What follows belongs to an exercise in optimizing a design on an open flow for small area, a short achievable clock period and few clock cycles per item; a production flow would make more cautious choices.
Only simulation tests tie the RTL to the original design; equivalence was not proved.
Power and IR drop assume default switching activity.

Setup of job 101:
Design mdsb, start of the top module:
module mdsb (
    input  wire        clk,
    input  wire        rst,
    input  wire        cmd_valid,
    output wire        cmd_ready,
    input  wire [63:0] cmd,
    output reg         rsp_valid,
    output wire [63:0] rsp
);
    localparam [31:0] ONE = 32'h8000_0000;
    localparam [1:0] ENV_IDLE = 2'd0, ENV_ATTACK = 2'd1, ENV_RELEASE = 2'd2;
    localparam [1:0] MP_STATUS = 2'd0, MP_DATA1 = 2'd1, MP_DATA2 = 2'd2;
    localparam [2:0] DS_IDLE = 3'd0, DS_MUL = 3'd1, DS_XF = 3'd2, DS_DL = 3'd3,
                     DS_PRE  = 3'd4, DS_DIV = 3'd5, DS_FIN = 3'd6;
    reg [1:0]  env_phase;
    reg [31:0] env_out;
    reg [31:0] env_arate;
    reg        arate_set;
    reg [31:0] env_rrate;
    reg        rrate_set;
    reg [31:0] osc_phase;
    reg [23:0] osc_sr;
    reg        sr_set;
    reg [31:0] osc_freq;
    reg        freq_set;
    reg [31:0] osc_delta;
    wire       delta_set = sr_set & freq_set;
    reg [31:0] rb_mem [0:15];
    reg [3:0]  rb_head;
    reg [3:0]  rb_tail;
    reg [4:0]  rb_size;
    reg [1:0]  mp_state;
    reg [7:0]  mp_status;
    reg [6:0]  mp_data1;
    reg [15:0] mq_mem [0:7];
    reg [2:0]  mq_head;
    reg [2:0]  mq_tail;
    reg [3:0]  mq_size;
    reg [7:0]  c_op;         
    reg        c_legal;      
    reg        c_snz;        
    reg [47:0] c_opnd;       
    reg        cv;
    reg        rdy;
    reg        c_div, c_envd, c_oscd, c_step;
    assign cmd_ready = rdy;
    wire [7:0] iop    = cmd[63:56];
    wire       i_div  = (iop == 8'h12) | (iop == 8'h13) | (iop == 8'h21) | (iop == 8'h22);
    wire       i_envd = (iop == 8'h10) | (iop == 8'h15) | (iop == 8'h16);
    wire       i_oscd = (iop == 8'h20) | (iop == 8'h24);
    wire       i_step = (iop == 8'h20);
    wire [47:0] iopnd = cmd[47:0];
    wire        iz0 = (iopnd[7:0]   == 8'd0);
    wire        iz1 = (iopnd[15:8]  == 8'd0);
    wire        iz2 = (iopnd[23:16] == 8'd0);
    wire        iz3 = (iopnd[31:24] == 8'd0);
    wire        iz4 = (iopnd[47:32] == 16'd0);
    reg         i_legal;
    always @(*) begin
        case (iop)
            8'h00, 8'h01, 8'h10, 8'h11, 8'h14, 8'h15, 8'h16,
            8'h20, 8'h23, 8'h24, 8'h31, 8'h33, 8'h34,
            8'h41, 8'h42, 8'h43:       i_legal = iz0 & iz1 & iz2 & iz3 & iz4;
  ...
Settings: LEC_CHECK=0, CAP_MARGIN=20, CORE_MARGIN=2, CORE_UTILIZATION=65, CTS_CLUSTER_DIAMETER=70, CTS_CLUSTER_SIZE=25, SLEW_MARGIN=20, SYNTH_MEMORY_MAX_BITS=16384; clock period 15.0 ns.
standard.sh (not shown) runs the stock make flow with config.mk's settings and CLKGATE_MAP_FILE= SYNTH_SCRIPT=/design/flow/synth_recipe.tcl, a recipe that flattens the netlist after the stock synthesis.
==> flow/flow/run.sh <==
#!/bin/bash
set -euo pipefail
bash standard.sh SETUP_SLACK_MARGIN=10 finish > flow_make.log 2>&1
Job 101 finished every stage and its layout cleared the timing, design-rule and antenna checks.
Testbench counts of job 101, summed over its fixed seeds: cycles 35,121, items 25,460.
Relative to job 101, the following input files were edited for job 102:
- a change of CORE_UTILIZATION from 65 to 55
--- outcome ---
Job 102 completed every stage of the flow, and the final layout passed the timing, design-rule and antenna checks.
NOTE: final critical-path setup slack in job 102 falls short of that of job 101
Summary — buffer share of cell area, job 102 relative to job 101: lower, by 0.27 points.
Compared with job 101, number of fill cells in job 102 increased by more than a quarter.
Between job 101 and job 102, the difference in TritonCTS sink count is negligible.
Re sequential fraction of design power: job 101 was higher than job 102.
Re via count: job 102 is 2.1% down on job 101.
Where power consumption is concerned, job 101 is better than job 102.
The following lists how job 103 was set up differently from job 102:
- CORE_UTILIZATION changed from 55 to 65
- TNS_END_PERCENT newly set to 10
- Looking at job 102 and job 103, the latest clock arrival within the worst-skew pair is a wash.
- In the flow results for job 102 and job 103, the routed wire length per instance is larger on job 103.
- On post-route clock period utilization, job 102 tracks job 103 almost exactly.
- Taking job 102 as the reference, in job 103 final area dropped about 2.4%; proportion of layout cells with a drive suffix above 1 dropped 2.2 points; row count fell by 11; number of setup buffers added after CTS went down.
- Summary of job 103 over job 102: leakage power summed over all cells shows a reduction of 2.6%; power shows a reduction of about 4%; transition time at the pin with the least slew margin now larger.

-- afterwards: timing with drivers on the ports --
How much do the figures lean on ideal ports? The routed layouts below were timed once more, with nothing changed but the port constraints. Step 1, drivers: a clkbuf_16 drives clk and a buf_2 each remaining input, both assumed. Step 2 adds t to the input delays and takes it off the output delays; t is the mean of the earliest and latest rising clock arrival at the registers after step 1. Input paths then give back, and output paths get back, about the clock's delay inside the block. Slacks: no drivers / after step 1 / after step 2; pairs: no drivers / after step 1.
run | shift t [ns] | setup slack, ns | latest minus earliest clock arrival (ns) | worst data-port slew with drivers (ns) | cell pins on the clock port's net
job 101 | 0.791 | 9.809 / 9.809 / 9.298 | 0.053 / 0.053 | 0.10 | 1
job 102 | 0.822 | 9.768 / 9.768 / 9.362 | 0.071 / 0.071 | 0.14 | 1
job 103 | 0.808 | 9.758 / 9.758 / 9.365 | 0.085 / 0.085 | 0.06 | 1
After both steps setup and hold are still met in every run listed. For job 101, which loses most, drivers alone change the setup slack by 0.000 ns; drivers and shift together by -0.511 ns.
